This is an optimization exercise on Yosys and OpenROAD, whose aim is small area, a short achievable clock period and few clock cycles per item, not a production implementation. Function was checked by simulation only, so behaviour that the tests miss may differ from the original. Power figures rest on the tool's default switching activity, not on a simulated workload.

<file path="design.v">
module msr_codec (
    input  wire       clk,
    input  wire       rst,
    input  wire       cmd_valid,
    output wire       cmd_ready,
    input  wire [1:0] cmd_op,       
    input  wire [1:0] cmd_track,    
    input  wire [7:0] cmd_len,      
    input  wire       in_valid,
    output wire       in_ready,
    input  wire [7:0] in_data,
    output wire       out_valid,
    input  wire       out_ready,
    output wire [7:0] out_data,
    output wire       rsp_valid,
    input  wire       rsp_ready,
    output wire [3:0] rsp_err,      
    output wire       rsp_flag,     
    output wire [7:0] rsp_index,    
    output wire [7:0] rsp_char,     
    output wire [7:0] lrc
);
    localparam OP_ENCODE = 2'd0;
    localparam OP_DECODE = 2'd1;
    localparam OP_REVERSE = 2'd2;
    localparam OP_LRCCHK = 2'd3;
    reg        busy;          
    reg        cmd_rdy;       
    reg        trk1;          
    reg        enc;           
    reg        pt;            
    reg        rev;           
    reg        lrcop;         
    reg        nopush;        
    reg [7:0]  len;
    reg        len1;          
    reg        len2;          
    reg [7:0]  rem;           
    reg        rem1;          
    reg        remnz;         
    reg        in_rdy;
    reg        in_done;       
    reg        bad;
    reg [7:0]  bad_index;
    reg [7:0]  bad_char;
    reg [3:0]  err_q;
    reg        flag_q;
    reg [5:0]  acc;           
    reg [7:0]  lrc_q;
    reg        rsp_v;
    reg        started;       
    reg [7:0]  wp;            
    reg [7:0]  rp;            
    reg        fd;            
    reg        ck_done;       
    reg        ov;            
    reg        v1;            
    reg [7:0]  q0, q1;
    function [5:0] rev6(input [5:0] v);
        rev6 = {v[0], v[1], v[2], v[3], v[4], v[5]};
    endfunction
    function [3:0] rev4(input [3:0] v);
        rev4 = {v[0], v[1], v[2], v[3]};
    endfunction
    function [7:0] rev8(input [7:0] v);
        rev8 = {v[0], v[1], v[2], v[3], v[4], v[5], v[6], v[7]};
    endfunction
    function [7:0] unit_c(input t1, input [5:0] c);
        unit_c = t1 ? {1'b0, c[0], c[1], c[2], c[3], c[4], ~c[5], ^c[5:0]}
                    : {3'b000, c[0], c[1], c[2], c[3], ~^c[3:0]};
    endfunction
    wire in_fire  = in_valid && in_rdy;
    wire pop      = ov && out_ready;
    wire rsp_fire = rsp_v && rsp_ready;
    wire cmd_invalid = (cmd_op == OP_ENCODE && (cmd_track == 2'd0 || cmd_len == 8'd255)) ||
                       (cmd_op == OP_DECODE && cmd_track == 2'd0) ||
                       (cmd_op == OP_LRCCHK && (cmd_track == 2'd0 || cmd_len == 8'd0));
    wire [5:0] e_sym  = trk1 ? {~in_data[5], in_data[4:0]} : {2'b00, in_data[3:0]};
    wire       alpha  = trk1 ? (!in_data[7] && (in_data[6] ^ in_data[5])) : (in_data[7:4] == 4'h3);
    wire [5:0] d_sym  = trk1 ? rev6(in_data[6:1]) : {2'b00, rev4(in_data[4:1])};
    wire [7:0] d_char = trk1 ? {1'b0, d_sym[5], ~d_sym[5], d_sym[4:0]} : {4'h3, d_sym[3:0]};
    wire [7:0] i_conv = rev ? rev8(in_data) : d_char;
    wire wr      = in_fire && enc;
    wire new_bad = wr && !bad && !alpha;
    reg [5:0] ring [0:255];
    genvar gi;
    generate
        for (gi = 0; gi < 256; gi = gi + 1) begin : g_ring
            if (gi < 16) begin : g_entry
                wire sel = in_rdy && enc && (wp[3:0] == gi);
                always @(posedge clk)
                    ring[gi] <= (in_valid && sel) ? in_data[5:0] : ring[(gi + 255) % 256];
            end else begin : g_plain
                always @(posedge clk)
                    ring[gi] <= ring[gi - 1];
            end
        end
    endgenerate
    wire [5:0] tap    = ring[{rp[7:4], 4'hF}];
    wire       rp_tap = (rp[3:0] == 4'hF);
    wire first_ok = in_rdy && enc && rem1 && !bad && (len1 || rp_tap) && !v1;
    wire first    = in_valid && first_ok && alpha;
    wire rd_go    = enc && in_done && !bad && (remnz || !fd);
    wire rd       = rd_go && rp_tap && !v1;
    wire ck       = enc && in_done && !bad && !remnz && fd && !ck_done && !v1;
    wire [7:0] u_tap = unit_c(trk1, tap);
    wire [7:0] u_in  = unit_c(trk1, in_data[5:0]);
    wire [7:0] u_acc = trk1 ? {1'b0, rev6(acc), ~^acc}
                            : {3'b000, rev4(acc[3:0]), ~^acc[3:0]};
    wire       pt_push = in_fire && pt && !(lrcop && rem1);
    wire       push    = pt_push || first || rd || ck;
    wire [7:0] pdata   = !enc    ? i_conv :
                         in_done ? ((remnz || !fd) ? u_tap : u_acc) :
                                   (len1 ? u_in : u_tap);
    wire v1_n = !pop && (v1 || (ov && push));
    wire ov_n = v1 || push || (ov && !pop);
    wire qe_n = !v1 && (!ov || out_ready);      
    always @(posedge clk) begin
        if (pop)
            q0 <= v1 ? q1 : pdata;
        else if (!ov)
            q0 <= pdata;
        if (!v1)
            q1 <= pdata;
    end
    wire wz      = (wp[7:4] == 4'd0);
    wire [7:0] wp_inc = wp + 8'd1;
    wire wz_inc  = (wp_inc[7:4] == 4'd0);
    wire room_f  = enc ? wz : (pt ? (pop || (!v1 && !ov)) : 1'b1);
    wire room_nf = enc ? (!started || wz_inc) : (pt ? (pop || !v1) : 1'b1);
    wire rdy_n   = in_fire ? (!rem1 && room_f) : (remnz && !in_done && room_nf);
    wire fin     = in_done && (!enc || bad || ck_done);
    wire rsp_set = (fin && qe_n) || (in_fire && rem1 && nopush && qe_n);
    always @(posedge clk) begin
        if (rst) begin
            busy    <= 1'b0;
            cmd_rdy <= 1'b1;
            in_rdy  <= 1'b0;
            rsp_v   <= 1'b0;
            ov      <= 1'b0;
            v1      <= 1'b0;
            lrc_q   <= 8'd0;
        end else begin
            ov <= ov_n;
            v1 <= v1_n;
            if (!busy) begin
                busy    <= cmd_valid;
                cmd_rdy <= !cmd_valid;
                in_rdy  <= cmd_valid && (cmd_len != 8'd0);
                rsp_v   <= cmd_valid && (cmd_len == 8'd0) && (cmd_op != OP_ENCODE || cmd_invalid);
            end else begin
                in_rdy <= rdy_n;
                if (rsp_fire) begin
                    busy    <= 1'b0;
                    cmd_rdy <= 1'b1;
                    rsp_v   <= 1'b0;
                end else if (rsp_set)
                    rsp_v <= 1'b1;
            end
            if (in_fire && lrcop && rem1)
                lrc_q <= {1'b1, acc == d_sym, acc};
            if (ck)
                lrc_q <= {2'b10, acc};
        end
    end
    always @(posedge clk) begin
        if (rst) begin
            enc       <= 1'b0;
            pt        <= 1'b0;
        end else if (!busy) begin
            enc       <= (cmd_op == OP_ENCODE) && !cmd_invalid;
            pt        <= (cmd_op != OP_ENCODE) && !cmd_invalid;
        end
        if (!busy) begin
            trk1      <= (cmd_track == 2'd1);
            rev       <= (cmd_op == OP_REVERSE);
            lrcop     <= (cmd_op == OP_LRCCHK) && !cmd_invalid;
            nopush    <= (cmd_op == OP_LRCCHK) || cmd_invalid;
            len       <= cmd_len;
            len1      <= (cmd_len == 8'd1);
            len2      <= (cmd_len == 8'd2);
            rem       <= cmd_len;
            rem1      <= (cmd_len == 8'd1);
            remnz     <= (cmd_len != 8'd0);
            in_done   <= (cmd_len == 8'd0);
            bad       <= 1'b0;
            bad_index <= 8'd0;
            bad_char  <= 8'd0;
            err_q     <= cmd_invalid ? 4'd8 : 4'd0;
            flag_q    <= 1'b0;
            acc       <= 6'd0;
            started   <= 1'b0;
            wp        <= {4'd0, 4'd1 - cmd_len[3:0]};
            fd        <= 1'b1;
            ck_done   <= 1'b0;
        end else begin
            if (in_fire && rem1)
                in_done <= 1'b1;
            if (wr)
                started <= 1'b1;
            if (started && !wr)
                wp <= wp_inc;
            if (in_fire && rem1 && enc) begin
                rem   <= len - 8'd1;
                rem1  <= len2;
                remnz <= !len1;
                fd    <= first;
            end else if (in_fire || (rd && fd)) begin
                rem   <= rem - 8'd1;
                rem1  <= (rem == 8'd2);
                remnz <= !rem1;
            end
            if (rd)
                fd <= 1'b1;
            if (wr)
                acc <= acc ^ e_sym;
            else if (in_fire && lrcop && !rem1)
                acc <= acc ^ d_sym;
            if (new_bad) begin
                bad       <= 1'b1;
                bad_index <= len - rem;
                bad_char  <= in_data;
                err_q     <= 4'd5;
            end
            if (in_fire && lrcop && rem1)
                flag_q <= (acc == d_sym);
            if (ck)
                ck_done <= 1'b1;
        end
    end
    always @(posedge clk) begin
        if (busy && wr && !started)
            rp <= {4'd0, wp[3:0]};
        else if (!(rd || first))
            rp <= rp + 8'd1;
    end
    assign cmd_ready = cmd_rdy;
    assign in_ready  = in_rdy;
    assign out_valid = ov;
    assign out_data  = q0;
    assign rsp_valid = rsp_v;
    assign rsp_err   = err_q;
    assign rsp_flag  = flag_q;
    assign rsp_index = bad_index;
    assign rsp_char  = bad_char;
    assign lrc       = lrc_q;
endmodule
</file>
<file path="flow/run.sh">
#!/bin/bash
set -euo pipefail
bash standard.sh SETUP_SLACK_MARGIN=7 \
  "CTS_ARGS=-sink_clustering_enable -repair_clock_nets -sink_clustering_size 30 -sink_clustering_max_diameter 100 -dont_use_dummy_load" \
  finish > orfs_make.log 2>&1
</file>
<file path="standard.sh">
#!/bin/bash
# synth_recipe.tcl (not shown) runs the flow's synth.tcl, then flattens the netlist and writes it again
# the make line also repeats each setting of config.mk as NAME=value (left out here)
make -C /OpenROAD-flow-scripts/flow DESIGN_CONFIG=/design/flow/config.mk WORK_HOME=/design/flow/orfs CLKGATE_MAP_FILE= SYNTH_SCRIPT=/design/flow/synth_recipe.tcl "${@:-finish}"
</file>
<file path="config.mk">
export PLATFORM = sky130hd
export DESIGN_NAME = msr_codec
export DESIGN_NICKNAME = msr_codec
export VERILOG_FILES = /design/flow/design.v
export SDC_FILE = /design/flow/constraint.sdc
export NUM_CORES = 4
export LEC_CHECK = 0
export CAP_MARGIN = 20
export CORE_MARGIN = 2
export CORE_UTILIZATION = 40
export PLACE_DENSITY = 0.6
export SLEW_MARGIN = 20
</file>
<file path="constraint.sdc">
create_clock -name core_clock -period 10.0 [get_ports {clk}]
set_input_delay 2.0000 -clock core_clock [delete_from_list [all_inputs] [get_ports {clk}]]
set_output_delay 2.0000 -clock core_clock [all_outputs]
set_load 0.01 [all_outputs]
</file>
==> impl_metrics.tcl, run 1 <==
set metrics [dict create \
    outcome "finished clean" \
    synth_largest_type_area_fraction 0.827 \
    route.vias.total 16627 \
    multi_input_comb_area_mm2 0.00571 \
    floorplan.die.width_um 315 \
    post-synth-top-area-cell "sky130_fd_sc_hd__dfxtp_1" \
    finalNonFillerCells 3853 \
    post_synth_main_area_contributors "sky130_fd_sc_hd__dfxtp_1 83%, sky130_fd_sc_hd__edfxtp_1 3.3%, sky130_fd_sc_hd__mux2_2 2.7%, sky130_fd_sc_hd__mux2i_1 1.2%, sky130_fd_sc_hd__nand2_1 0.83%" \
    fill_cells 8197 \
    crit_fanout 7 \
    clock-sinks 1638 \
    detail_route.wirelength_um 61000 \
    drt_iter0_drc 1155 \
    drt-wirelength-per-cell_um 15.8 \
    ys_seq_elements 1638 \
    yosys.cell_count.top_type "sky130_fd_sc_hd__dfxtp_1" \
    yosysWarnings 2 \
    grt_remaining_overflow 0 \
    drcViolationCount 0 \
    cts.root.buffer_cell "sky130_fd_sc_hd__clkbuf_16" \
    route.antenna.remaining_nets 0 \
    synthCells 2436 \
    syn_area_mm2 0.0386 \
    antenna_found_initial 1 \
    grt_usage 0.122 \
    detailedPlacementHpwl_um 35300 \
    drive_above_1_share 0.172 \
    areaGrowthSynthToFinish_pct 14.1 \
    num_io_pins 67 \
    post_synth_most_frequent_cells "1595 x sky130_fd_sc_hd__dfxtp_1, 94 x sky130_fd_sc_hd__mux2_2, 85 x sky130_fd_sc_hd__nand2_1" \
    reg2regPathDepth 13 \
    grt_start_max_net_pins 45 \
    critical_path_required_ns 10.48 \
    cts_tree "done" \
    hp-start "ring[181][0]$_DFF_P_" \
    critPathLaunch "in_data[5]" \
    place.gp.congestion 0.817 \
    grt_setup_unrepaired "true" \
    number_of_library_cell_types_mapped_by_synthesis 81 \
    highest_clock_rate_mhz 313 \
    fp.dieH_um 315 \
    final-hold-violation-count 0 \
    max-vdd-ir-drop_mv 0.161 \
    worst_hold_path.num_cells 0 \
    worstSetupPathType "in2reg" \
    ys_async_sr_fraction 0 \
    critical_path.endpoint_type "register" \
    row_count 113 \
    timing_max_transition_violations_final 0 \
    dp.cells 3702 \
    final.setup.tns_ns 0 \
    setup_violations 0 \
    synth_nets 2478 \
    holdCritPathClass "reg2reg" \
    cts_buffer_depth 3 \
    worstSkewPairLatency_ns 0.63 \
    final_net_count 2630 \
    finalCriticalPeriod_ns 3.19 \
    max_cap_viol_count 0 \
    layout.area.seq_mm2 0.0333 \
    final_util 0.462 \
    cp_data_arrival_time_ns 3.67 \
    most_common_flop_cell_mapped_by_yosys "sky130_fd_sc_hd__dfxtp_1" \
    place.port_buffers 65 \
    design.core.area_mm2 0.0953 \
    fin_worst_skew_ns 0.0695 \
    cts_made_buffers 66 \
    initial_utilization 0.405 \
    clk_pin_slew_worst_paths_ns 0.10 \
    synthesis.area_per_instance_um2 15.9 \
    max-slew-margin-rel 0.434 \
    clock_tree.htree_level_count 3 \
    final_min_period_over_clock_period 0.319 \
    post_drt_via_cell_ratio 4.32 \
    p_leak_nw 17.2 \
    die_area_mm2 0.0990 \
    grt_pass1_vias 16634 \
    post_synth_edffs 43 \
    first_pass_grt_wire_length_um 94800 \
    drt-pass1-iter-count 5 \
    reg2reg_from "rp[6]$_SDFFE_PP0P_" \
    ys_seq_area_frac 0.860 \
    worst-slew-pin-transition_ns 0.843 \
    start_kind "input pin" \
    power.density_mw_per_mm2 238 \
]
[per-stage QoR]
stage               setup slack, ns  area, um^2  total power [mW]  hold WS, ns
floorplan                      6.40       39100              7.19        0.310
global placement               4.76       40900              7.39        0.310
detailed placement             4.64       40900              7.40        0.312
CTS                            6.78       43700              10.6        0.273
global route                   6.72       44000              10.9        0.274
finish                         6.81       44000              10.5        0.269
[power breakdown]
group	internal, mW	total (mW)	switching [mW]	leakage (nW)
registers	6.61	6.66	0.0575	13.3
logic	0.397	0.860	0.463	3.03
clock network	1.20	2.98	1.78	0.813
total	8.20	10.5	2.30	17.2
[timing repair]
action                                  CTS  global route
buffers inserted                         57            17
endpoints found under the hold margin     0             0
gates resized for setup                 370            52
endpoints found under the setup margin  217           109
pin swaps                                32            30
hold buffers                              0             0
cloned                                    8             1
[cells by family (layout without fill, tap and decap cells)]
group           Yosys count  after routing  share of synthesized area
compound gates          183            183                     0.0314
flops                  1638           1638                      0.860
other cells               1              3                  0.0000971
buf+inv                 104            252                     0.0116
xor+xnor                 46             46                     0.0108
mux                     146            146                     0.0424
simple gates            302            304                     0.0380
fa+ha+maj                16             16                    0.00538
[worst max-delay path, stage by stage]
cell	delay, ns
sky130_fd_sc_hd__buf_16	0.11
sky130_fd_sc_hd__ha_4	0.14
sky130_fd_sc_hd__nor3b_4	0.15
sky130_fd_sc_hd__a21oi_2	0.14
sky130_fd_sc_hd__buf_4	0.14
sky130_fd_sc_hd__nor3_4	0.04
sky130_fd_sc_hd__a21oi_2	0.14
sky130_fd_sc_hd__a2bb2oi_2	0.19
sky130_fd_sc_hd__nor2_4	0.05
sky130_fd_sc_hd__buf_12	0.14
sky130_fd_sc_hd__a211oi_4	0.18
sky130_fd_sc_hd__nor2b_1	0.08
sky130_fd_sc_hd__o21a_1	0.16
[layer usage]
metal,GRT usage,part of all wire,up-vias,routed length (um)
li1,-,-,8197,-
met1,0.181,0.52,8038,31400
met2,0.181,0.42,298,25600
met3,0.0199,0.037,94,2250
met4,0.0417,0.028,0,1740
met5,0,0,-,0
[cell usage in the layout (no fill, tap or decap), types with 6 or more instances in the layout]
master	count
sky130_fd_sc_hd__buf_16	6
sky130_fd_sc_hd__buf_12	12
sky130_fd_sc_hd__dfxtp_1	1563
sky130_fd_sc_hd__o21ai_1	8
sky130_fd_sc_hd__nand2b_1	8
sky130_fd_sc_hd__and2_2	6
sky130_fd_sc_hd__nor2b_1	10
sky130_fd_sc_hd__clkbuf_16	66
sky130_fd_sc_hd__mux2_4	33
sky130_fd_sc_hd__nand4_1	9
sky130_fd_sc_hd__ha_1	13
sky130_fd_sc_hd__xor2_1	14
sky130_fd_sc_hd__xnor2_1	30
sky130_fd_sc_hd__buf_4	65
sky130_fd_sc_hd__a31oi_1	6
sky130_fd_sc_hd__mux2i_1	38
sky130_fd_sc_hd__a211oi_1	7
sky130_fd_sc_hd__and2_1	7
sky130_fd_sc_hd__buf_2	12
sky130_fd_sc_hd__nand2_1	74
sky130_fd_sc_hd__dfxtp_4	6
sky130_fd_sc_hd__edfxtp_1	43
sky130_fd_sc_hd__buf_6	36
sky130_fd_sc_hd__a22oi_1	7
sky130_fd_sc_hd__a21oi_1	38
sky130_fd_sc_hd__dlygate4sd2_1	7
sky130_fd_sc_hd__nor3_4	6
sky130_fd_sc_hd__inv_1	25
sky130_fd_sc_hd__nor2_1	76
sky130_fd_sc_hd__mux2_2	64
sky130_fd_sc_hd__nor3_1	16
sky130_fd_sc_hd__o21ai_0	42
sky130_fd_sc_hd__dfxtp_2	26
sky130_fd_sc_hd__nand3_1	20
sky130_fd_sc_hd__clkdlybuf4s50_1	7
sky130_fd_sc_hd__o22ai_1	6
[flip-flops by register name, summed over array words and instances (netlist names), 8 cells and up]
| register | count |
|---|---|
| ring | 1536 |
| bad_char | 8 |
| rem | 8 |
| bad_index | 8 |
| q0 | 8 |
| rp | 8 |
| q1 | 8 |
| wp | 8 |
| lrc_q | 8 |
| len | 8 |
[worst paths after layout]
path                          endpoint  slack (ns)
setup reg to reg       q0[0]$_DFFE_PN_        6.84
hold / removal    ring[182][0]$_DFF_P_        0.27
hold reg to reg   ring[182][0]$_DFF_P_        0.27
setup / recovery         v1$_SDFF_PP0_        6.81
[cell type report]
type | instances | share of cell area
Multi-Input combinational cell | 696 | 0.130
Antenna cell | 2 | 0.000114
Sequential cell | 1638 | 0.755
Clock buffer | 66 | 0.0375
Tap cell | 1265 | 0.0359
Inverter | 29 | 0.00301
Timing Repair Buffer | 157 | 0.0383
Testbench counts, summed over its fixed seeds: cycles 25,408, ops 192.
==> inputs of run 2 (changes only) <==
==> flow/run.sh (replaced) <==
#!/bin/bash
set -euo pipefail
bash standard.sh SETUP_SLACK_MARGIN=7 \
  "CTS_ARGS=-sink_clustering_enable -repair_clock_nets -sink_clustering_size 25 -sink_clustering_max_diameter 100 -dont_use_dummy_load" \
  finish > orfs_make.log 2>&1
==> run 2 against run 1 <==
Effect of this change: non-clock buffer count rose by 4; clock skew fell by 0.017 ns; critical endpoint is now rsp_err[0]; largest cell class unchanged; utilization rose by 0.27 points; via count rose by 0.17%; first-iteration DRC count fell by 5.6%; critical path depth fell by 12; largest power group unchanged; fmax barely moved.
==> impl_metrics.tcl, run 2 <==
set metrics [dict create \
    slowest_delay_ns 0.40 \
    start_kind "register" \
    initial_utilization 0.405 \
    worst-r2r-setup-slack_ns 6.82 \
    row_count 113 \
    place.port_buffers 65 \
    cpLargestDelayFamily "flip-flops" \
    commonest_non_fill_non_tap_cell_in_the_layout "sky130_fd_sc_hd__dfxtp_1" \
    grt_remaining_overflow 0 \
    timing_max_transition_violations_final 0 \
    cts_made_buffers 76 \
    synthCells 2436 \
    max-vdd-ir-drop_mv 0.128 \
    reg2reg_from "rp[6]$_SDFFE_PP0P_" \
    route.vias.total 16656 \
    grt_start_max_net_pins 45 \
    first_pass_grt_wire_length_um 95100 \
    areaGrowthSynthToFinish_pct 14.8 \
    final-hold-violation-count 0 \
    critical_path.slowest_cell "sky130_fd_sc_hd__edfxtp_1" \
    yosys.cell_count.top_type "sky130_fd_sc_hd__dfxtp_1" \
    drt-wirelength-per-cell_um 15.8 \
    grt_usage 0.123 \
    synth_nets 2478 \
    drt_iter0_drc 1090 \
    ys_seq_area_frac 0.860 \
    post_synth_edffs 43 \
    number_of_library_cell_types_mapped_by_synthesis 81 \
    cp.buffers_inverters 1 \
    critPathLaunch "err_q[2]$_SDFFCE_PP1P_" \
    finalCriticalPeriod_ns 3.19 \
    route.antenna.remaining_nets 0 \
    outcome "finished clean" \
    most-common-layout-cells "1563 x sky130_fd_sc_hd__dfxtp_1, 76 x sky130_fd_sc_hd__clkbuf_16, 75 x sky130_fd_sc_hd__nand2_1, 75 x sky130_fd_sc_hd__nor2_1, 65 x sky130_fd_sc_hd__buf_4" \
    fill_cells 8180 \
    syn_area_mm2 0.0386 \
    clock-sinks 1638 \
    combPwrFrac 0.082 \
    place.gp.congestion 0.817 \
    fp.dieH_um 315 \
    detailedPlacementHpwl_um 35300 \
    post_synth_main_area_contributors "sky130_fd_sc_hd__dfxtp_1 83%, sky130_fd_sc_hd__edfxtp_1 3.3%, sky130_fd_sc_hd__mux2_2 2.7%, sky130_fd_sc_hd__mux2i_1 1.2%, sky130_fd_sc_hd__nand2_1 0.83%" \
    num_io_pins 67 \
    post_synth_most_frequent_cells "1595 x sky130_fd_sc_hd__dfxtp_1, 94 x sky130_fd_sc_hd__mux2_2, 85 x sky130_fd_sc_hd__nand2_1" \
    critical_path_required_ns 8.00 \
    post_cts_hold_fix_bufs 0 \
    drt-pass1-iter-count 5 \
    clk_pin_slew_worst_paths_ns 0.10 \
    power_report.internal_total_mw 8.37 \
    highest_clock_rate_mhz 313 \
    netSwitchingPower_mw 2.34 \
    floorplan.die.width_um 315 \
    final_net_count 2644 \
    synth_largest_type_area_fraction 0.827 \
    final_design_area_no_fill_mm2 0.0443 \
    clock_power_share 0.297 \
    cp_data_arrival_time_ns 1.19 \
    crit_fanout 2 \
    holdCritPathClass "reg2reg" \
    clock_tree.htree_level_count 3 \
    design.core.area_mm2 0.0953 \
    cts_buffer_depth 3 \
    final.setup.tns_ns 0 \
    ys_async_sr_fraction 0 \
    grt_pass1_vias 16872 \
    crit_chain "buf_2" \
    post_drt_via_cell_ratio 4.31 \
    max_cap_viol_count 0 \
    final_min_period_over_clock_period 0.319 \
    worstSkewPairLatency_ns 0.65 \
    post-synth-top-area-cell "sky130_fd_sc_hd__dfxtp_1" \
    drcViolationCount 0 \
    p_leak_nw 17.3 \
    regMostFlops "ring" \
    yosysWarnings 2 \
    hp-start "ring[245][1]$_DFF_P_" \
    max-slew-margin-rel 0.504 \
    setup_violations 0 \
    synthesis.area_per_instance_um2 15.9 \
    power.share.sequential 0.621 \
    drive_above_1_share 0.175 \
    ys_seq_elements 1638 \
    power.density_mw_per_mm2 242 \
    power_switching_share 0.218 \
    cts_tree "done" \
    cts.root.buffer_cell "sky130_fd_sc_hd__clkbuf_16" \
    critical_path.endpoint_type "primary output" \
    holdWs_ns 0.290 \
    place_area_mm2 0.0409 \
    most_common_flop_cell_mapped_by_yosys "sky130_fd_sc_hd__dfxtp_1" \
    grt_setup_unrepaired "true" \
    detail_route.wirelength_um 60900 \
    fin_worst_skew_ns 0.0525 \
    worstSetupPathType "reg2out" \
    die_area_mm2 0.0990 \
    largest_register_ffs 1536 \
    worst-slew-pin-transition_ns 0.742 \
    antenna_found_initial 1 \
]
==> run 2: logic make-up (layout without fill, tap and decap cells) <==
family                     after synthesis  count (layout)  share of synthesized area
AOI/OAI and AO/OA                      183             183                     0.0314
adders and majority gates               16              16                    0.00538
muxes                                  146             146                     0.0424
other                                    1               2                  0.0000971
buffers and inverters                  104             266                     0.0116
DFF                                   1638            1638                      0.860
and+or+nand+nor                        302             304                     0.0380
xor gates and xnor gates                46              46                     0.0108
==> run 2: per-stage QoR <==
stage | instances | setup WS (ns) | total power [mW] | utilization
3_3_place_gp | 3702 | 4.76 | 7.39 | 0.429
5_1_grt | 3865 | 6.71 | 11.1 | 0.465
2_1_floorplan | 2436 | 6.40 | 7.19 | -
4_1_cts | 3848 | 6.75 | 10.8 | 0.461
3_5_place_dp | 3702 | 4.64 | 7.40 | 0.429
6_report | 3866 | 6.81 | 10.7 | 0.465
==> run 2: cell type report <==
type / count / area, um^2 / share of cell area
Clock buffer: 76 / 1900 / 0.0429
Inverter: 29 / 123 / 0.00277
Timing Repair Buffer: 161 / 1730 / 0.0391
Antenna cell: 1 / 2.50 / 0.0000565
Multi-Input combinational cell: 696 / 5690 / 0.128
Sequential cell: 1638 / 33300 / 0.751
Tap cell: 1265 / 1580 / 0.0357
==> run 2: worst paths after layout <==
check / end / depth (start not counted)
max: rsp_err[0] / 1
min: ring[246][1]$_DFF_P_ / 0
max reg2reg: q0[0]$_DFFE_PN_ / 12
min reg2reg: ring[246][1]$_DFF_P_ / 0
==> run 2: power by group through the flow <==
stage | logic [mW] | clock network (mW) | registers [mW]
2_1_floorplan | 0.408 | 0 | 6.78
3_3_place_gp | 0.589 | 0 | 6.80
3_5_place_dp | 0.597 | 0 | 6.81
4_1_cts | 0.814 | 3.28 | 6.66
5_1_grt | 0.930 | 3.51 | 6.67
6_report | 0.881 | 3.18 | 6.66
==> run 2: repair_timing <==
item / in CTS / in global routing
pin swaps: 32 / 31
endpoints found under the hold margin: 0 / 0
gates resized for setup: 353 / 59
gates cloned: 7 / 1
buffers inserted: 63 / 16
endpoints found under the setup margin: 213 / 114
==> run 2: per-layer routing <==
| layer | GRT usage | share of wire | up-vias |
|---|---|---|---|
| li1 | - | - | 8221 |
| met1 | 0.179 | 0.51 | 8045 |
| met2 | 0.183 | 0.43 | 275 |
| met3 | 0.0231 | 0.038 | 115 |
| met4 | 0.0403 | 0.025 | 0 |
| met5 | 0 | 0 | - |
==> inputs of run 3 (changes only) <==
==> flow/run.sh (replaced) <==
#!/bin/bash
set -euo pipefail
bash standard.sh SETUP_SLACK_MARGIN=7 finish > orfs_make.log 2>&1
==> run 3 against run 2 <==
Effect of this change: largest cell class unchanged; largest power group unchanged; combinational power down 4.7%; sequential power about the same; count of clock-buffer cells in the layout rose by 131; global-route usage increased by 0.46 points; final cell count up 4.4%; fmax decreased by 2.0%; register-to-register slack better by 0.04 ns; synthesized area unchanged; critical path depth is the same.
==> impl_metrics.tcl, run 3 <==
set metrics [dict create \
    timing_max_transition_violations_final 0 \
    power_report.internal_total_mw 10.3 \
    worst_r2r_endpoint "q0[0]$_DFFE_PN_" \
    cp_data_arrival_time_ns 1.26 \
    clk_pin_slew_worst_paths_ns 0.06 \
    worst-r2r-setup-slack_ns 6.86 \
    floorplan.die.width_um 315 \
    hp-start "ring[171][5]$_DFF_P_" \
    grt_start_max_net_pins 45 \
    most_common_flop_cell_mapped_by_yosys "sky130_fd_sc_hd__dfxtp_1" \
    cts_buffer_depth 3 \
    holdCritPathClass "reg2reg" \
    post_drt_via_cell_ratio 4.27 \
    slowest_delay_ns 0.39 \
    finalCriticalPeriod_ns 3.26 \
    post_synth_edffs 43 \
    post_synth_most_frequent_cells "1595 x sky130_fd_sc_hd__dfxtp_1, 94 x sky130_fd_sc_hd__mux2_2, 85 x sky130_fd_sc_hd__nand2_1" \
    initial_utilization 0.405 \
    fp.dieH_um 315 \
    num_io_pins 67 \
    cts_tree "done" \
    grt_usage 0.127 \
    cts_made_buffers 148 \
    synth_compound_gate_area_share 0.0314 \
    detailedPlacementHpwl_um 35300 \
    place.gp.congestion 0.817 \
    finalNonFillerCells 4038 \
    worst-slew-pin-transition_ns 0.777 \
    max_cap_viol_count 0 \
    grt_setup_unrepaired "true" \
    largest_register_ffs 1536 \
    place.port_buffers 65 \
    cp.buffers_inverters 1 \
    first_pass_grt_wire_length_um 98300 \
    drt-wirelength-per-cell_um 15.5 \
    route.antenna.remaining_nets 0 \
    ys_seq_elements 1638 \
    antenna-diode-count 0 \
    netSwitchingPower_mw 2.86 \
    dp.cells 3702 \
    detail_route.wirelength_um 62500 \
    regMostFlops "ring" \
    p_leak_nw 18.8 \
    yosysWarnings 2 \
    worstSkewPairLatency_ns 0.72 \
    final_util 0.496 \
    reg2reg_from "rp[6]$_SDFFE_PP0P_" \
    setup_violations 0 \
    synth_top_family_by_area "multiplexers" \
    number_of_library_cell_types_mapped_by_synthesis 81 \
    clock-sinks 1638 \
    cpLargestDelayFamily "flip-flops" \
    highest_clock_rate_mhz 307 \
    critical_path_required_ns 8.00 \
    commonest_non_fill_non_tap_cell_in_the_layout "sky130_fd_sc_hd__dfxtp_1" \
    drcViolationCount 0 \
    power.share.sequential 0.506 \
    synthCells 2436 \
    grt_remaining_overflow 0 \
    grt_pass1_vias 17690 \
    post_cts_hold_fix_bufs 0 \
    outcome "finished clean" \
    antenna_found_initial 2 \
    holdWs_ns 0.309 \
    die_area_mm2 0.0990 \
    yosys.cell_count.top_type "sky130_fd_sc_hd__dfxtp_1" \
    final_net_count 2702 \
    critical_path.endpoint_type "primary output" \
    drt_iter0_drc 1069 \
    power.density_mw_per_mm2 279 \
    row_count 113 \
    clock_tree.htree_level_count 4 \
    drt-pass1-iter-count 5 \
    worstSetupPathType "reg2out" \
    crit_fanout 2 \
    post_synth_and_or_nand_nor_area_fraction 0.0380 \
    critical_path.slowest_cell "sky130_fd_sc_hd__edfxtp_1" \
    areaGrowthSynthToFinish_pct 22.3 \
    design.core.area_mm2 0.0953 \
    synthAdderAreaFrac 0.00538 \
    crit_chain "buf_2" \
    fin_worst_skew_ns 0.0279 \
    synth.mux.area_fraction 0.0424 \
    syn_area_mm2 0.0386 \
    post-synth-top-area-cell "sky130_fd_sc_hd__dfxtp_1" \
    cts.root.buffer_cell "sky130_fd_sc_hd__clkbuf_16" \
    combPwrFrac 0.064 \
    drive_above_1_share 0.214 \
    route.vias.total 17246 \
    final_min_period_over_clock_period 0.326 \
    power_switching_share 0.217 \
    final.setup.tns_ns 0 \
    start_kind "register" \
    clock_power_share 0.430 \
    final-hold-violation-count 0 \
    most-common-layout-cells "1563 x sky130_fd_sc_hd__dfxtp_1, 154 x sky130_fd_sc_hd__clkbuf_16, 77 x sky130_fd_sc_hd__nor2_1, 74 x sky130_fd_sc_hd__nand2_1, 66 x sky130_fd_sc_hd__mux2_2" \
    worst_hold_path.num_cells 0 \
    post_synth_main_area_contributors "sky130_fd_sc_hd__dfxtp_1 83%, sky130_fd_sc_hd__edfxtp_1 3.3%, sky130_fd_sc_hd__mux2_2 2.7%, sky130_fd_sc_hd__mux2i_1 1.2%, sky130_fd_sc_hd__nand2_1 0.83%" \
    max-vdd-ir-drop_mv 0.143 \
    timing.hold.worst_endpoint "ring[172][5]$_DFF_P_" \
    max-slew-margin-rel 0.481 \
    synthesis.area_per_instance_um2 15.9 \
    synth-xor-area-share 0.0108 \
    synth_nets 2478 \
    synth_largest_type_area_fraction 0.827 \
    ys_seq_area_frac 0.860 \
    ys_async_sr_fraction 0 \
    reg2regPathDepth 10 \
]
run 3: cell counts after synthesis:
Identical to the previous run, type by type.
run 3: cells by family (layout without fill, tap and decap cells):
group | after synthesis | count (layout)
multiplexers | 146 | 146
XOR/XNOR | 46 | 46
flip-flops | 1638 | 1638
other | 1 | 1
AO/OA/AOI/OAI | 183 | 183
adder cells (fa/ha/maj) | 16 | 16
buffers and inverters | 104 | 440
AND/OR/NAND/NOR | 302 | 303
run 3: final cells by class:
class,count,area (um^2)
Clock buffer,207,4350
Clock inverter,56,708
Fill cell,7896,48100
Inverter,29,123
Multi-Input combinational cell,695,5590
Sequential cell,1638,33300
Tap cell,1265,1580
Timing Repair Buffer,148,1600
run 3: worst max-delay path by stage:
stage | from | end | cells past startpoint
after floorplan | in_valid | rem[6]$_DFFE_PP_ | 9
after global placement | in_data[5] | err_q[2]$_SDFFCE_PP1P_ | 7
after detailed placement | in_data[5] | err_q[2]$_SDFFCE_PP1P_ | 7
after CTS | q0[0]$_DFFE_PN_ | out_data[0] | 1
after global routing | err_q[2]$_SDFFCE_PP1P_ | rsp_err[2] | 1
final | err_q[2]$_SDFFCE_PP1P_ | rsp_err[0] | 1
run 3: power by group through the flow:
| stage | clock network [mW] | logic [mW] | registers (mW) |
|---|---|---|---|
| after CTS | 5.81 | 0.793 | 6.66 |
| after floorplan | 0 | 0.408 | 6.78 |
| final | 5.67 | 0.840 | 6.67 |
| after global placement | 0 | 0.589 | 6.80 |
| after global routing | 6.10 | 0.892 | 6.67 |
| after detailed placement | 0 | 0.597 | 6.81 |
run 3: layer usage:
| metal | GRT usage | up-vias | share of wire |
|---|---|---|---|
| met2 | 0.186 | 368 | 0.43 |
| met4 | 0.0492 | 0 | 0.023 |
| met1 | 0.181 | 8280 | 0.50 |
| met3 | 0.0323 | 121 | 0.048 |
| li1 | - | 8477 | - |
| met5 | 0 | - | 0 |
run 3: metrics by stage:
stage	worst slack, ns	area, um^2	power, mW
6_report	6.74	47200	13.2
5_1_grt	6.67	47200	13.7
4_1_cts	6.68	46900	13.3
3_5_place_dp	4.64	40900	7.40
3_3_place_gp	4.76	40900	7.39
2_1_floorplan	6.40	39100	7.19
run 3: repair_timing:
item / in CTS / in global routing
endpoints found under the setup margin: 204 / 93
buffers inserted: 51 / 16
pin swaps: 22 / 26
gates resized for setup: 330 / 52
gates cloned: 5 / 1
==> inputs of run 4 (changes only) <==
==> flow/run.sh (replaced) <==
#!/bin/bash
set -euo pipefail
bash standard.sh SETUP_SLACK_MARGIN=7 \
  "CTS_ARGS=-sink_clustering_enable -repair_clock_nets -sink_clustering_size 20 -sink_clustering_max_diameter 100 -dont_use_dummy_load" \
  finish > orfs_make.log 2>&1
==> run 4 against run 3 <==
Effect of this change: critical path depth is the same; first-iteration DRC count grew 6.9%; wire length fell by 2.6%; clock skew grew 0.021 ns; sequential power is essentially flat; die area is the same; count of clock-buffer cells in the layout decreased by 115; critical path type unchanged.
==> impl_metrics.tcl, run 4 <==
set metrics [dict create \
    outcome "finished clean" \
    detailroute.wirelength.met3_um 2460 \
    worstSetupPathType "reg2out" \
    synth.mux.area_fraction 0.0424 \
    highest_layer "met4" \
    cts_made_buffers 92 \
    ys_seq_area_frac 0.860 \
    met1_length_um 30900 \
    place.port_buffers 65 \
    die_area_mm2 0.0990 \
    start_kind "register" \
    finalNonFillerCells 3867 \
    cts.root.buffer_cell "sky130_fd_sc_hd__clkbuf_16" \
    fp.dieH_um 315 \
    cts_buffer_depth 3 \
    slowest_delay_ns 0.39 \
    post_drt_via_cell_ratio 4.32 \
    largest_register_ffs 1536 \
    final.setup.tns_ns 0 \
    holdWs_ns 0.295 \
    report.power.total_mw 11.0 \
    detailroute.wirelength.met2_um 26100 \
    setup_violations 0 \
    p_leak_nw 17.4 \
    post_synth_and_or_nand_nor_area_fraction 0.0380 \
    final_worst_slack_ns 6.79 \
    grt_pass1_vias 16893 \
    fill_cells 8180 \
    max-slew-margin-rel 0.489 \
    final_util 0.466 \
    clk_pin_slew_worst_paths_ns 0.09 \
    num_io_pins 67 \
    combPwrFrac 0.075 \
    route.vias.total 16719 \
    areaGrowthSynthToFinish_pct 15.0 \
    ys_seq_elements 1638 \
    clock_power_share 0.319 \
    post_synth_most_frequent_cells "1595 x sky130_fd_sc_hd__dfxtp_1, 94 x sky130_fd_sc_hd__mux2_2, 85 x sky130_fd_sc_hd__nand2_1" \
    synthAdderAreaFrac 0.00538 \
    grt_usage 0.122 \
    final-hold-violation-count 0 \
    post_synth_main_area_contributors "sky130_fd_sc_hd__dfxtp_1 83%, sky130_fd_sc_hd__edfxtp_1 3.3%, sky130_fd_sc_hd__mux2_2 2.7%, sky130_fd_sc_hd__mux2i_1 1.2%, sky130_fd_sc_hd__nand2_1 0.83%" \
    route.antenna.remaining_nets 0 \
    power.share.sequential 0.606 \
    floorplan.die.width_um 315 \
    final_min_period_over_clock_period 0.321 \
    final_net_count 2645 \
    most_common_flop_cell_mapped_by_yosys "sky130_fd_sc_hd__dfxtp_1" \
    synth_compound_gate_area_share 0.0314 \
    synth_largest_type_area_fraction 0.827 \
    regMostFlops "ring" \
    grt_start_max_net_pins 45 \
    crit_fanout 2 \
    post_synth_edffs 43 \
    detail_route.wirelength_um 60900 \
    critical_path_required_ns 8.00 \
    power_switching_share 0.216 \
    timing_max_transition_violations_final 0 \
    antenna_found_initial 1 \
    synthCells 2436 \
    critical_path.slowest_cell "sky130_fd_sc_hd__edfxtp_1" \
    highest_clock_rate_mhz 312 \
    drcViolationCount 0 \
    clock_tree.htree_level_count 3 \
    holdCritPathClass "reg2reg" \
    synthesis.area_per_instance_um2 15.9 \
    grt_remaining_overflow 0 \
    finalCriticalPeriod_ns 3.21 \
    ys_async_sr_fraction 0 \
    critical_path.endpoint_type "primary output" \
    yosys.cell_count.top_type "sky130_fd_sc_hd__dfxtp_1" \
    initial_utilization 0.405 \
    worst-slew-pin-transition_ns 0.761 \
    cp_data_arrival_time_ns 1.21 \
    clock-sinks 1638 \
    final_design_area_no_fill_mm2 0.0444 \
    most-common-layout-cells "1563 x sky130_fd_sc_hd__dfxtp_1, 93 x sky130_fd_sc_hd__clkbuf_16, 77 x sky130_fd_sc_hd__nor2_1, 74 x sky130_fd_sc_hd__nand2_1, 66 x sky130_fd_sc_hd__mux2_2" \
    max_cap_viol_count 0 \
    cpLargestDelayFamily "flip-flops" \
    place_area_mm2 0.0409 \
    syn_area_mm2 0.0386 \
    synth_top_family_by_area "multiplexers" \
    cp.buffers_inverters 1 \
    drive_above_1_share 0.173 \
    place.gp.congestion 0.817 \
    first_pass_grt_wire_length_um 95100 \
    synth_nets 2478 \
    worstSkewPairLatency_ns 0.64 \
    drt-pass1-iter-count 7 \
    max-vdd-ir-drop_mv 0.134 \
    synth-xor-area-share 0.0108 \
    grt_setup_unrepaired "true" \
    crit_chain "buf_2" \
    power_report.internal_total_mw 8.61 \
    cts_tree "done" \
    detailedPlacementHpwl_um 35300 \
    power.density_mw_per_mm2 247 \
    post-synth-top-area-cell "sky130_fd_sc_hd__dfxtp_1" \
    design.core.area_mm2 0.0953 \
    dp_slack_ns 4.64 \
    drt-wirelength-per-cell_um 15.7 \
    netSwitchingPower_mw 2.37 \
    commonest_non_fill_non_tap_cell_in_the_layout "sky130_fd_sc_hd__dfxtp_1" \
    row_count 113 \
    fin_worst_skew_ns 0.0489 \
    dp.cells 3702 \
    yosysWarnings 2 \
    drt_iter0_drc 1143 \
    number_of_library_cell_types_mapped_by_synthesis 81 \
]
==> run 4: cell counts after synthesis <==
No cell type changed its count.
==> run 4: cell type report <==
| class | count | area (um^2) | area share |
|---|---|---|---|
| Inverter | 29 | 125 | 0.00282 |
| Multi-Input combinational cell | 696 | 5610 | 0.126 |
| Antenna cell | 1 | 2.50 | 0.0000563 |
| Timing Repair Buffer | 146 | 1510 | 0.0341 |
| Tap cell | 1265 | 1580 | 0.0356 |
| Clock buffer | 92 | 2300 | 0.0518 |
| Sequential cell | 1638 | 33300 | 0.749 |
==> run 4: power groups by stage <==
stage | sequential [mW] | clock [mW] | combinational [mW]
2_1_floorplan | 6.78 | 0 | 0.408
3_3_place_gp | 6.80 | 0 | 0.589
3_5_place_dp | 6.81 | 0 | 0.597
4_1_cts | 6.65 | 3.62 | 0.787
5_1_grt | 6.66 | 3.86 | 0.877
6_report | 6.65 | 3.50 | 0.827
==> run 4: kinds of logic after synthesis <==
| kind of cell | Yosys count |
|---|---|
| flops | 1638 |
| buf+inv | 104 |
| xor+xnor | 46 |
| other cells | 1 |
| simple gates | 302 |
| mux | 146 |
| fa+ha+maj | 16 |
| compound gates | 183 |
==> run 4: timing repair <==
action                     4_1_cts  5_1_grt
resized for setup              343       49
setup buffers                   50       15
hold buffers                     0        0
pin swaps                       30       22
setup endpoints to repair      212      104
cloned                           5        2
==> run 4: final timing paths <==
path	start	to	slack (ns)	depth (start not counted)
setup / recovery	err_q[2]$_SDFFCE_PP1P_	rsp_err[0]	6.79	1
hold / removal	ring[199][5]$_DFF_P_	ring[200][5]$_DFF_P_	0.29	0
setup reg to reg	rp[6]$_SDFFE_PP0P_	q0[0]$_DFFE_PN_	6.86	10
hold reg to reg	ring[199][5]$_DFF_P_	ring[200][5]$_DFF_P_	0.29	0
==> run 4: routing by layer <==
| layer | up-vias | GRT usage |
|---|---|---|
| met1 | 8082 | 0.179 |
| met4 | 0 | 0.0403 |
| met2 | 299 | 0.184 |
| met3 | 104 | 0.0218 |
| li1 | 8234 | - |
| met5 | - | 0 |
==> inputs of run 5 (changes only) <==
--- a/design.v
+++ b/design.v
@@ -82,22 +82,30 @@
     wire [7:0] i_conv = rev ? rev8(in_data) : d_char;
     wire wr      = in_fire && enc;
     wire new_bad = wr && !bad && !alpha;
-    reg [5:0] ring [0:255];
+    localparam NSLOT = 254;
+    reg [5:0] ring [0:NSLOT-1];
     genvar gi;
     generate
-        for (gi = 0; gi < 256; gi = gi + 1) begin : g_ring
+        for (gi = 0; gi < NSLOT; gi = gi + 1) begin : g_ring
             if (gi < 16) begin : g_entry
                 wire sel = in_rdy && enc && (wp[3:0] == gi);
                 always @(posedge clk)
-                    ring[gi] <= (in_valid && sel) ? in_data[5:0] : ring[(gi + 255) % 256];
+                    ring[gi] <= (in_valid && sel) ? in_data[5:0] : ring[(gi + NSLOT - 1) % NSLOT];
             end else begin : g_plain
                 always @(posedge clk)
                     ring[gi] <= ring[gi - 1];
             end
         end
     endgenerate
-    wire [5:0] tap    = ring[{rp[7:4], 4'hF}];
-    wire       rp_tap = (rp[3:0] == 4'hF);
+    wire [5:0] taps [0:15];
+    generate
+        for (gi = 0; gi < 16; gi = gi + 1) begin : g_tap
+            assign taps[gi] = ring[(gi < 15) ? 16 * gi + 15 : NSLOT - 1];
+        end
+    endgenerate
+    wire [5:0] tap    = taps[rp[7:4]];
+    wire       rp_tap = (rp[3:0] == 4'hF) || (rp == 8'd253);
+    wire [7:0] rp_inc = (rp == 8'd253) ? 8'd0 : rp + 8'd1;
     wire first_ok = in_rdy && enc && rem1 && !bad && (len1 || rp_tap) && !v1;
     wire first    = in_valid && first_ok && alpha;
     wire rd_go    = enc && in_done && !bad && (remnz || !fd);
@@ -124,7 +132,7 @@
             q1 <= pdata;
     end
     wire wz      = (wp[7:4] == 4'd0);
-    wire [7:0] wp_inc = wp + 8'd1;
+    wire [7:0] wp_inc = (wp == 8'd253) ? 8'd0 : wp + 8'd1;
     wire wz_inc  = (wp_inc[7:4] == 4'd0);
     wire room_f  = enc ? wz : (pt ? (pop || (!v1 && !ov)) : 1'b1);
     wire room_nf = enc ? (!started || wz_inc) : (pt ? (pop || !v1) : 1'b1);
@@ -190,7 +198,7 @@
             flag_q    <= 1'b0;
             acc       <= 6'd0;
             started   <= 1'b0;
-            wp        <= {4'd0, 4'd1 - cmd_len[3:0]};
+            wp        <= (cmd_len >= 8'd242) ? 8'd255 - cmd_len : {4'd0, 4'd1 - cmd_len[3:0]};
             fd        <= 1'b1;
             ck_done   <= 1'b0;
         end else begin
@@ -232,7 +240,7 @@
         if (busy && wr && !started)
             rp <= {4'd0, wp[3:0]};
         else if (!(rd || first))
-            rp <= rp + 8'd1;
+            rp <= rp_inc;
     end
     assign cmd_ready = cmd_rdy;
     assign in_ready  = in_rdy;
--- a/config.mk
+++ b/config.mk
@@ -7,6 +7,6 @@
 export LEC_CHECK = 0
 export CAP_MARGIN = 20
 export CORE_MARGIN = 2
-export CORE_UTILIZATION = 40
-export PLACE_DENSITY = 0.6
+export CORE_UTILIZATION = 65
+export PLACE_DENSITY = 0.75
 export SLEW_MARGIN = 20
==> run 5 against run 4 <==
Effect of this change: first-iteration DRC count fell by 4.0%; sequential share of layout area grew 0.84 points; wire length up 7.6%; synthesized cell count up 1.1%; sequential power about the same; register-to-register slack improved by 0.17 ns; flip-flop and latch count shrank 12; clock skew is essentially flat; fmax down 0.91%; hold slack worse by 0.011 ns; clock power barely moved; power about the same; largest cell class unchanged; largest power group unchanged.
==> impl_metrics.tcl, run 5 <==
set metrics [dict create \
    dp.cells 3240 \
    final_design_area_no_fill_mm2 0.0437 \
    post-synth-top-area-cell "sky130_fd_sc_hd__dfxtp_1" \
    die_area_mm2 0.0613 \
    grt.busiest_layer "met2" \
    ys_seq_area_frac 0.856 \
    timing_max_transition_violations_final 0 \
    grt_setup_unrepaired "true" \
    finalNonFillerCells 3387 \
    highest_clock_rate_mhz 309 \
    synth_largest_type_area_fraction 0.819 \
    grtUsageMet1 0.293 \
    max-vdd-ir-drop_mv 0.196 \
    route.antenna.remaining_nets 0 \
    cp.buffers_inverters 1 \
    grt_usage 0.214 \
    synth_nets 2506 \
    holdCritPathClass "reg2reg" \
    post_synth_main_area_contributors "sky130_fd_sc_hd__dfxtp_1 82%, sky130_fd_sc_hd__edfxtp_1 3.7%, sky130_fd_sc_hd__mux2_2 3.1%, sky130_fd_sc_hd__nand2_1 1.0%, sky130_fd_sc_hd__mux2i_1 0.93%" \
    largest_register_ffs 1524 \
    syn_area_mm2 0.0386 \
    number_of_library_cell_types_mapped_by_synthesis 74 \
    final_net_count 2659 \
    multi_input_comb_area_mm2 0.00584 \
    worstSetupPathType "reg2out" \
    power.density_mw_per_mm2 251 \
    antenna_found_initial 4 \
    drcViolationCount 0 \
    cts_tree "done" \
    drt_iter0_drc 1097 \
    final_worst_slack_ns 6.77 \
    clock_tree.htree_level_count 3 \
    grt_remaining_overflow 0 \
    row_count 89 \
    yosys.cell_count.top_type "sky130_fd_sc_hd__dfxtp_1" \
    setup_violations 0 \
    post_synth_most_frequent_cells "1579 x sky130_fd_sc_hd__dfxtp_1, 105 x sky130_fd_sc_hd__mux2_2, 104 x sky130_fd_sc_hd__nand2_1" \
    outcome "finished clean" \
    global_route.usage.met3 0.0381 \
    start_kind "register" \
    floorplan.die.width_um 248 \
    clk_pin_slew_worst_paths_ns 0.07 \
    ys_async_sr_fraction 0 \
    detailedPlacementHpwl_um 36600 \
    clock-sinks 1626 \
    route.vias.total 17114 \
    fill_cells 3460 \
    synthCells 2463 \
    grt.met2_usage 0.348 \
    layout.area.seq_mm2 0.0331 \
    cts_made_buffers 91 \
    cts_buffer_depth 3 \
    post_synth_edffs 47 \
    p_leak_nw 17.3 \
    dp_slack_ns 5.03 \
    cp_data_arrival_time_ns 1.23 \
    fp.dieH_um 248 \
    ys_seq_elements 1626 \
    most-common-layout-cells "1546 x sky130_fd_sc_hd__dfxtp_1, 93 x sky130_fd_sc_hd__clkbuf_16, 86 x sky130_fd_sc_hd__nand2_1, 68 x sky130_fd_sc_hd__nor2_1, 66 x sky130_fd_sc_hd__mux2_2" \
    most_common_flop_cell_mapped_by_yosys "sky130_fd_sc_hd__dfxtp_1" \
    grt_start_max_net_pins 48 \
    fin_worst_skew_ns 0.0486 \
    post_drt_via_cell_ratio 5.05 \
    cpLargestDelayFamily "flip-flops" \
    place_area_mm2 0.0403 \
    slowest_delay_ns 0.44 \
    antenna-diode-count 0 \
    num_io_pins 67 \
    post_cts_hold_fix_bufs 0 \
    max_cap_viol_count 0 \
    design.core.area_mm2 0.0589 \
    critical_path_required_ns 8.00 \
    place.port_buffers 65 \
    areaGrowthSynthToFinish_pct 13.2 \
    first_pass_grt_wire_length_um 99900 \
    final-hold-violation-count 0 \
    cts.root.buffer_cell "sky130_fd_sc_hd__clkbuf_16" \
    synthesis.area_per_instance_um2 15.7 \
    drt-pass1-iter-count 5 \
    crit_chain "buf_6" \
    worst-slew-pin-transition_ns 1.07 \
    max-slew-margin-rel 0.288 \
    finalCriticalPeriod_ns 3.23 \
    crit_fanout 1 \
    drive_above_1_share 0.173 \
    yosysWarnings 2 \
    critical_path.slowest_cell "sky130_fd_sc_hd__edfxtp_1" \
    worstSkewPairLatency_ns 0.65 \
    grt_pass1_vias 17766 \
    regMostFlops "ring" \
    detail_route.wirelength_um 65500 \
    place.gp.congestion 0.827 \
    critical_path.endpoint_type "primary output" \
    final.setup.tns_ns 0 \
    commonest_non_fill_non_tap_cell_in_the_layout "sky130_fd_sc_hd__dfxtp_1" \
    drt-wirelength-per-cell_um 19.3 \
    worst-r2r-setup-slack_ns 7.03 \
    final_min_period_over_clock_period 0.323 \
    initial_utilization 0.655 \
]
## run 5: power by group
part           internal (mW)  leakage (nW)  switching (mW)
clock                   1.62          1.12            1.88
sequential              6.56          13.2          0.0558
combinational          0.367          2.92           0.493
total                   8.54          17.3            2.43
## run 5: timing repair
item / CTS / global route
pin swaps: 24 / 29
setup endpoints to repair: 214 / 76
gates cloned: 2 / 2
gates resized for setup: 351 / 57
buffers inserted: 33 / 19
## run 5: cells by family (layout without fill, tap and decap cells)
group	count (synthesis)	in the layout	synth area share
multiplexers	146	146	0.0425
other	1	1	0.0000972
buffers and inverters	100	251	0.0120
XOR/XNOR	44	44	0.0103
AO/OA/AOI/OAI	188	188	0.0304
flip-flops	1626	1626	0.856
AND/OR/NAND/NOR	341	341	0.0431
adder cells (fa/ha/maj)	17	17	0.00571
## run 5: area by class of cell
cell class | count | area share
clock buffer | 91 | 0.0521
inverter | 32 | 0.00301
multi-input combinational | 737 | 0.134
sequential | 1626 | 0.758
tap | 773 | 0.0221
timing repair buffer | 128 | 0.0313
## run 5: through the flow
stage / hold WS, ns / power (mW) / util
2_1_floorplan: 0.310 / 7.18 / -
3_3_place_gp: 0.310 / 7.36 / 0.684
3_5_place_dp: 0.312 / 7.38 / 0.684
4_1_cts: 0.277 / 10.9 / 0.734
5_1_grt: 0.287 / 11.3 / 0.741
6_report: 0.283 / 11.0 / 0.741
## run 5: final timing paths
path	from	cells after the start	to
worst min register to register	ring[128][5]$_DFF_P_	0	ring[129][5]$_DFF_P_
worst max register to register	rp[6]$_SDFFE_PP0P_	9	q0[1]$_DFFE_PN_
worst max-delay path	q0[1]$_DFFE_PN_	1	out_data[1]
worst min-delay path	ring[128][5]$_DFF_P_	0	ring[129][5]$_DFF_P_
## run 5: per-layer routing
layer,wire [um],share of wire
met5,0,0
met4,1700,0.026
met3,3030,0.046
met2,31100,0.47
met1,29700,0.45
Testbench counts of run 5, summed over its fixed seeds: cycles 25,408, ops 192.
==> inputs of run 6 (changes only) <==
--- a/config.mk
+++ b/config.mk
@@ -7,6 +7,6 @@
 export LEC_CHECK = 0
 export CAP_MARGIN = 20
 export CORE_MARGIN = 2
-export CORE_UTILIZATION = 65
-export PLACE_DENSITY = 0.75
+export CORE_UTILIZATION = 40
+export PLACE_DENSITY = 0.6
 export SLEW_MARGIN = 20
==> run 6 against run 5 <==
Effect of this change: count of clock-buffer cells in the layout is the same; sequential power about the same; clock power shrank 1%; die area up 61%; power rose by 0.51%; fmax is 0.97% higher.
==> impl_metrics.tcl, run 6 <==
set metrics [dict create \
    outcome "finished clean" \
    detailedPlacementHpwl_um 36800 \
    drt_iter0_drc 916 \
    largest_register_ffs 1524 \
    cts_made_buffers 91 \
    place.port_buffers 65 \
    number_of_library_cell_types_mapped_by_synthesis 74 \
    most_common_flop_cell_mapped_by_yosys "sky130_fd_sc_hd__dfxtp_1" \
    max_cap_viol_count 0 \
    p_leak_nw 17.3 \
    yosys.cell_count.top_type "sky130_fd_sc_hd__dfxtp_1" \
    clock_power_share 0.313 \
    design.core.area_mm2 0.0953 \
    route.vias.total 16906 \
    highest_clock_rate_mhz 312 \
    drcViolationCount 0 \
    final.setup.tns_ns 0 \
    cp.buffers_inverters 1 \
    areaGrowthSynthToFinish_pct 15.4 \
    power.density_mw_per_mm2 248 \
    start_kind "register" \
    place.gp.congestion 0.798 \
    ys_async_sr_fraction 0 \
    power_switching_share 0.221 \
    fin_worst_skew_ns 0.0880 \
    final_net_count 2675 \
    cp_data_arrival_time_ns 1.20 \
    reg2reg_from "rp[5]$_SDFFE_PP0P_" \
    grt_pass1_vias 17320 \
    synthCells 2463 \
    critical_path.endpoint_type "primary output" \
    grt_setup_unrepaired "true" \
    num_io_pins 67 \
    worstSetupPathType "reg2out" \
    fp.dieH_um 315 \
    critPathLaunch "err_q[2]$_SDFFCE_PP1P_" \
    timing_max_transition_violations_final 0 \
    post_synth_most_frequent_cells "1579 x sky130_fd_sc_hd__dfxtp_1, 105 x sky130_fd_sc_hd__mux2_2, 104 x sky130_fd_sc_hd__nand2_1" \
    regMostFlops "ring" \
    power_report.internal_total_mw 8.59 \
    syn_area_mm2 0.0386 \
    finalCriticalPeriod_ns 3.20 \
    cts_tree "done" \
    commonest_non_fill_non_tap_cell_in_the_layout "sky130_fd_sc_hd__dfxtp_1" \
    first_pass_grt_wire_length_um 98600 \
    cpLargestDelayFamily "flip-flops" \
    most-common-layout-cells "1547 x sky130_fd_sc_hd__dfxtp_1, 91 x sky130_fd_sc_hd__clkbuf_16, 88 x sky130_fd_sc_hd__nand2_1, 69 x sky130_fd_sc_hd__nor2_1, 65 x sky130_fd_sc_hd__mux2_2" \
    post_drt_via_cell_ratio 4.34 \
    netSwitchingPower_mw 2.44 \
    clk_pin_slew_worst_paths_ns 0.09 \
    setup_violations 0 \
    detail_route.wirelength_um 63000 \
    hp-start "ring[252][1]$_DFF_P_" \
    row_count 113 \
    synth_nets 2506 \
    grt_remaining_overflow 0 \
    die_area_mm2 0.0990 \
    worstSkewPairLatency_ns 0.67 \
    crit_fanout 2 \
    timing.hold.worst_endpoint "ring[253][1]$_DFF_P_" \
    final_min_period_over_clock_period 0.320 \
    holdCritPathClass "reg2reg" \
    post-synth-top-area-cell "sky130_fd_sc_hd__dfxtp_1" \
    drive_above_1_share 0.180 \
    route.antenna.remaining_nets 0 \
    ys_seq_area_frac 0.856 \
    post_synth_edffs 47 \
    final_worst_slack_ns 6.80 \
    synth_largest_type_area_fraction 0.819 \
    critical_path_required_ns 8.00 \
    max-vdd-ir-drop_mv 0.139 \
    worst_hold_path.num_cells 0 \
    antenna_found_initial 0 \
    grt_start_max_net_pins 47 \
    worst_r2r_endpoint "q0[0]$_DFFE_PN_" \
    dp_slack_ns 5.00 \
    clock_tree.htree_level_count 3 \
    cts_buffer_depth 3 \
    grt_usage 0.127 \
    synthesis.area_per_instance_um2 15.7 \
    drt-wirelength-per-cell_um 16.2 \
    combPwrFrac 0.087 \
    cts.root.buffer_cell "sky130_fd_sc_hd__clkbuf_16" \
    reg2regPathDepth 12 \
    initial_utilization 0.405 \
    worst-slew-pin-transition_ns 0.790 \
    worst-r2r-setup-slack_ns 6.99 \
    floorplan.die.width_um 315 \
    post_cts_hold_fix_bufs 0 \
    yosysWarnings 2 \
    final-hold-violation-count 0 \
    max-slew-margin-rel 0.472 \
    drt-pass1-iter-count 5 \
    clock-sinks 1626 \
    ys_seq_elements 1626 \
    slowest_delay_ns 0.40 \
    crit_chain "buf_2" \
    post_synth_main_area_contributors "sky130_fd_sc_hd__dfxtp_1 82%, sky130_fd_sc_hd__edfxtp_1 3.7%, sky130_fd_sc_hd__mux2_2 3.1%, sky130_fd_sc_hd__nand2_1 1.0%, sky130_fd_sc_hd__mux2i_1 0.93%" \
    power.share.sequential 0.599 \
    critical_path.slowest_cell "sky130_fd_sc_hd__edfxtp_1" \
]
[run 6: metrics by stage]
stage	hold slack (ns)	util	area (um^2)	cells	power, mW
after global routing	0.256	0.467	44500	3895	11.4
final	0.258	0.467	44500	3897	11.0
after global placement	0.310	0.429	40900	3733	7.39
after CTS	0.244	0.464	44300	3883	11.1
after detailed placement	0.312	0.429	40900	3733	7.40
after floorplan	0.310	-	39100	2463	7.18
[run 6: how the worst max path moves through the flow]
stage | end | slack, ns | cells past startpoint
after global routing | rsp_err[2] | 6.73 | 1
final | rsp_err[0] | 6.80 | 1
after floorplan | rem[6]$_DFFE_PP_ | 6.43 | 9
after CTS | rsp_err[0] | 6.75 | 1
after detailed placement | rp[7]$_SDFFE_PP0P_ | 5.00 | 11
after global placement | rp[7]$_SDFFE_PP0P_ | 5.12 | 11
[run 6: repair_timing]
item | CTS | global route
setup endpoints to repair | 219 | 71
pin swaps | 25 | 33
resized for setup | 372 | 49
setup buffers | 55 | 12
cloned | 4 | 0
[run 6: cell families (layout without fill, tap and decap cells)]
family                     Yosys count  in the layout  share of synthesized area
DFF                               1626           1626                      0.856
and+or+nand+nor                    341            341                     0.0431
AOI/OAI and AO/OA                  188            188                     0.0304
muxes                              146            146                     0.0425
buffers and inverters              100            267                     0.0120
xor gates and xnor gates            44             44                     0.0103
adders and majority gates           17             17                    0.00571
other                                1              3                  0.0000972
[run 6: per-layer routing]
metal	vias to the layer above	global-route usage	part of all wire
met5	-	0	0
met4	0	0.0377	0.021
met3	90	0.0231	0.039
met2	279	0.201	0.45
met1	8222	0.179	0.49
li1	8315	-	-
[run 6: power groups by stage]
stage | sequential, mW | combinational, mW | clock (mW)
floorplan | 6.74 | 0.443 | 0
global placement | 6.75 | 0.635 | 0
detailed placement | 6.76 | 0.645 | 0
CTS | 6.61 | 0.916 | 3.58
global route | 6.62 | 1.01 | 3.80
finish | 6.61 | 0.962 | 3.46
[run 6: area by class of cell]
cell class,count,area [um^2]
fillers,8255,50700
multi-input cells,737,5980
repair buffers,144,1480
flip-flops and latches,1626,33100
well taps,1265,1580
inverters,32,131
diodes,2,5.00
clock buffers,91,2280
==> inputs of run 7 (changes only) <==
--- a/design.v
+++ b/design.v
@@ -124,7 +124,9 @@
     wire ov_n = v1 || push || (ov && !pop);
     wire qe_n = !v1 && (!ov || out_ready);      
     always @(posedge clk) begin
-        if (pop)
+        if (rst)
+            q0 <= 8'd0;
+        else if (pop)
             q0 <= v1 ? q1 : pdata;
         else if (!ov)
             q0 <= pdata;
@@ -148,7 +150,12 @@
             ov      <= 1'b0;
             v1      <= 1'b0;
             lrc_q   <= 8'd0;
+            err_q   <= 4'd0;
         end else begin
+            if (!busy)
+                err_q <= cmd_invalid ? 4'd8 : 4'd0;
+            else if (new_bad)
+                err_q <= 4'd5;
             ov <= ov_n;
             v1 <= v1_n;
             if (!busy) begin
@@ -194,7 +201,6 @@
             bad       <= 1'b0;
             bad_index <= 8'd0;
             bad_char  <= 8'd0;
-            err_q     <= cmd_invalid ? 4'd8 : 4'd0;
             flag_q    <= 1'b0;
             acc       <= 6'd0;
             started   <= 1'b0;
@@ -228,7 +234,6 @@
                 bad       <= 1'b1;
                 bad_index <= len - rem;
                 bad_char  <= in_data;
-                err_q     <= 4'd5;
             end
             if (in_fire && lrcop && rem1)
                 flag_q <= (acc == d_sym);
==> run 7 against run 6 <==
Effect of this change: power decreased by 1.3%; first-iteration DRC count up 2.8%; hold slack gained 0.042 ns; design area is 0.63% higher; largest cell class unchanged; highest routed layer is now met5.
==> impl_metrics.tcl, run 7 <==
set metrics [dict create \
    clock-sinks 1626 \
    ys_seq_area_frac 0.849 \
    synthesis.area_per_instance_um2 15.6 \
    grt_usage 0.127 \
    final_min_period_over_clock_period 0.320 \
    ys_async_sr_fraction 0 \
    grt_remaining_overflow 0 \
    worst-slew-pin-transition_ns 1.24 \
    detail_route.wirelength_um 63500 \
    p_leak_nw 17.5 \
    synthCells 2484 \
    drt-wirelength-per-cell_um 16.2 \
    max_cap_viol_count 0 \
    first_pass_grt_wire_length_um 98200 \
    place.gp.congestion 0.805 \
    antenna-diode-count 0 \
    start_kind "input pin" \
    cpLargestDelayFamily "simple AND/OR/NAND/NOR gates" \
    place.port_buffers 65 \
    fill_cells 8346 \
    route.antenna.remaining_nets 0 \
    largest_register_ffs 1524 \
    crit_fanout 3 \
    power.density_mw_per_mm2 243 \
    antenna_found_initial 1 \
    num_io_pins 67 \
    areaGrowthSynthToFinish_pct 15.7 \
    grt_setup_unrepaired "true" \
    max-vdd-ir-drop_mv 0.157 \
    outcome "finished clean" \
    commonest_non_fill_non_tap_cell_in_the_layout "sky130_fd_sc_hd__dfxtp_1" \
    cp_data_arrival_time_ns 3.75 \
    final-hold-violation-count 0 \
    regMostFlops "ring" \
    ys_seq_elements 1626 \
    detailedPlacementHpwl_um 36600 \
    cts_buffer_depth 3 \
    die_area_mm2 0.0994 \
    number_of_library_cell_types_mapped_by_synthesis 84 \
    initial_utilization 0.402 \
    most_common_flop_cell_mapped_by_yosys "sky130_fd_sc_hd__dfxtp_1" \
    clock_tree.htree_level_count 3 \
    grt.met2_usage 0.188 \
    holdCritPathClass "reg2reg" \
    place_area_mm2 0.0412 \
    drive_above_1_share 0.188 \
    critical_path_required_ns 10.55 \
    synth_largest_type_area_fraction 0.821 \
    timing_max_transition_violations_final 0 \
]
## run 7: changes by cell type after synthesis, sizes merged, moves of 5 or more
cell    change
nand2      -35
nor3       -13
dfxtp      +10
edfxtp     -10
a211oi      +9
a22oi       -9
a31oi       +9
o21ai       -9
clkbuf      +8
nand4       +8
a221oi      +6
nand3b      +6
nor2        +5
## run 7: layer usage
| layer | wire length, um | vias to the layer above |
|---|---|---|
| met5 | 13 | - |
| met4 | 2090 | 2 |
| met3 | 2370 | 131 |
| met2 | 27200 | 253 |
| met1 | 31700 | 8219 |
| li1 | - | 8392 |
## run 7: final timing paths
kind / start / end / slack, ns / depth (start not counted)
hold reg to reg: ring[164][3]$_DFF_P_ / ring[165][3]$_DFF_P_ / 0.30 / 0
setup reg to reg: enc$_SDFFE_PP0N_ / rp[3]$_DFFE_PP_ / 6.93 / 8
setup / recovery: in_data[4] / rp[7]$_SDFFE_PP0P_ / 6.80 / 11
hold / removal: ring[164][3]$_DFF_P_ / ring[165][3]$_DFF_P_ / 0.30 / 0
## run 7: cell type report
class | instances | area, um^2 | area share
Clock buffer | 91 | 2280 | 0.0508
Inverter | 36 | 135 | 0.00301
Multi-Input combinational cell | 743 | 6210 | 0.139
Sequential cell | 1626 | 33000 | 0.736
Tap cell | 1276 | 1600 | 0.0356
Timing Repair Buffer | 146 | 1620 | 0.0361
## run 7: timing repair
item,4_1_cts,5_1_grt
pin swaps,14,28
gates resized for setup,380,81
gates cloned,8,1
setup buffers,38,23
endpoints found under the setup margin,237,125
## run 7: report_power, final
part | internal (mW) | total, mW | switching, mW
sequential | 6.55 | 6.61 | 0.0547
combinational | 0.313 | 0.824 | 0.510
clock | 1.61 | 3.46 | 1.85
## run 7: cells by family after synthesis
logic type / after synthesis / share of synthesized area
buf+inv: 116 / 0.0126
other cells: 1 / 0.0000968
flops: 1626 / 0.849
fa+ha+maj: 17 / 0.00568
xor+xnor: 46 / 0.0104
simple gates: 328 / 0.0443
compound gates: 201 / 0.0348
mux: 149 / 0.0427
## run 7: per-stage QoR
| step | power, mW | worst slack, ns | hold slack (ns) | instances |
|---|---|---|---|---|
| 2_1_floorplan | 7.18 | 6.39 | 0.310 | 2484 |
| 3_3_place_gp | 7.43 | 4.94 | 0.310 | 3757 |
| 3_5_place_dp | 7.45 | 4.90 | 0.312 | 3757 |
| 4_1_cts | 10.9 | 6.81 | 0.301 | 3894 |
| 5_1_grt | 11.3 | 6.76 | 0.302 | 3918 |
| 6_report | 10.9 | 6.80 | 0.300 | 3918 |
Testbench counts of run 7, summed over its fixed seeds: cycles 25,408, ops 192.

what the ideal ports hide:
The results above use ideal ports. As a check the final layouts listed here were re-extracted and re-timed, cells and wires unchanged. Step 1 sets driving cells, clkbuf_16 on the clock port and buf_2 on the other inputs (assumed; they add their load-dependent delay and slew). Step 2 also shifts input and output timing later by t, the mid clock arrival at the registers, as if the neighbouring blocks saw the same clock. a / b / c = no drivers / after step 1 / after step 2; a / b = the first two.
run | shift t [ns] | slack for setup (ns)
run 1 | 0.665 | 6.806 / 6.755 / 6.101
run 2 | 0.688 | 6.807 / 6.742 / 6.181
run 3 | 0.776 | 6.743 / 6.677 / 6.108
run 4 | 0.688 | 6.795 / 6.731 / 6.230
run 5 | 0.691 | 6.766 / 6.701 / 6.163
run 6 | 0.680 | 6.797 / 6.738 / 6.225
run 7 | 0.687 | 6.797 / 6.716 / 6.029
After both steps every run listed still meets setup and hold.
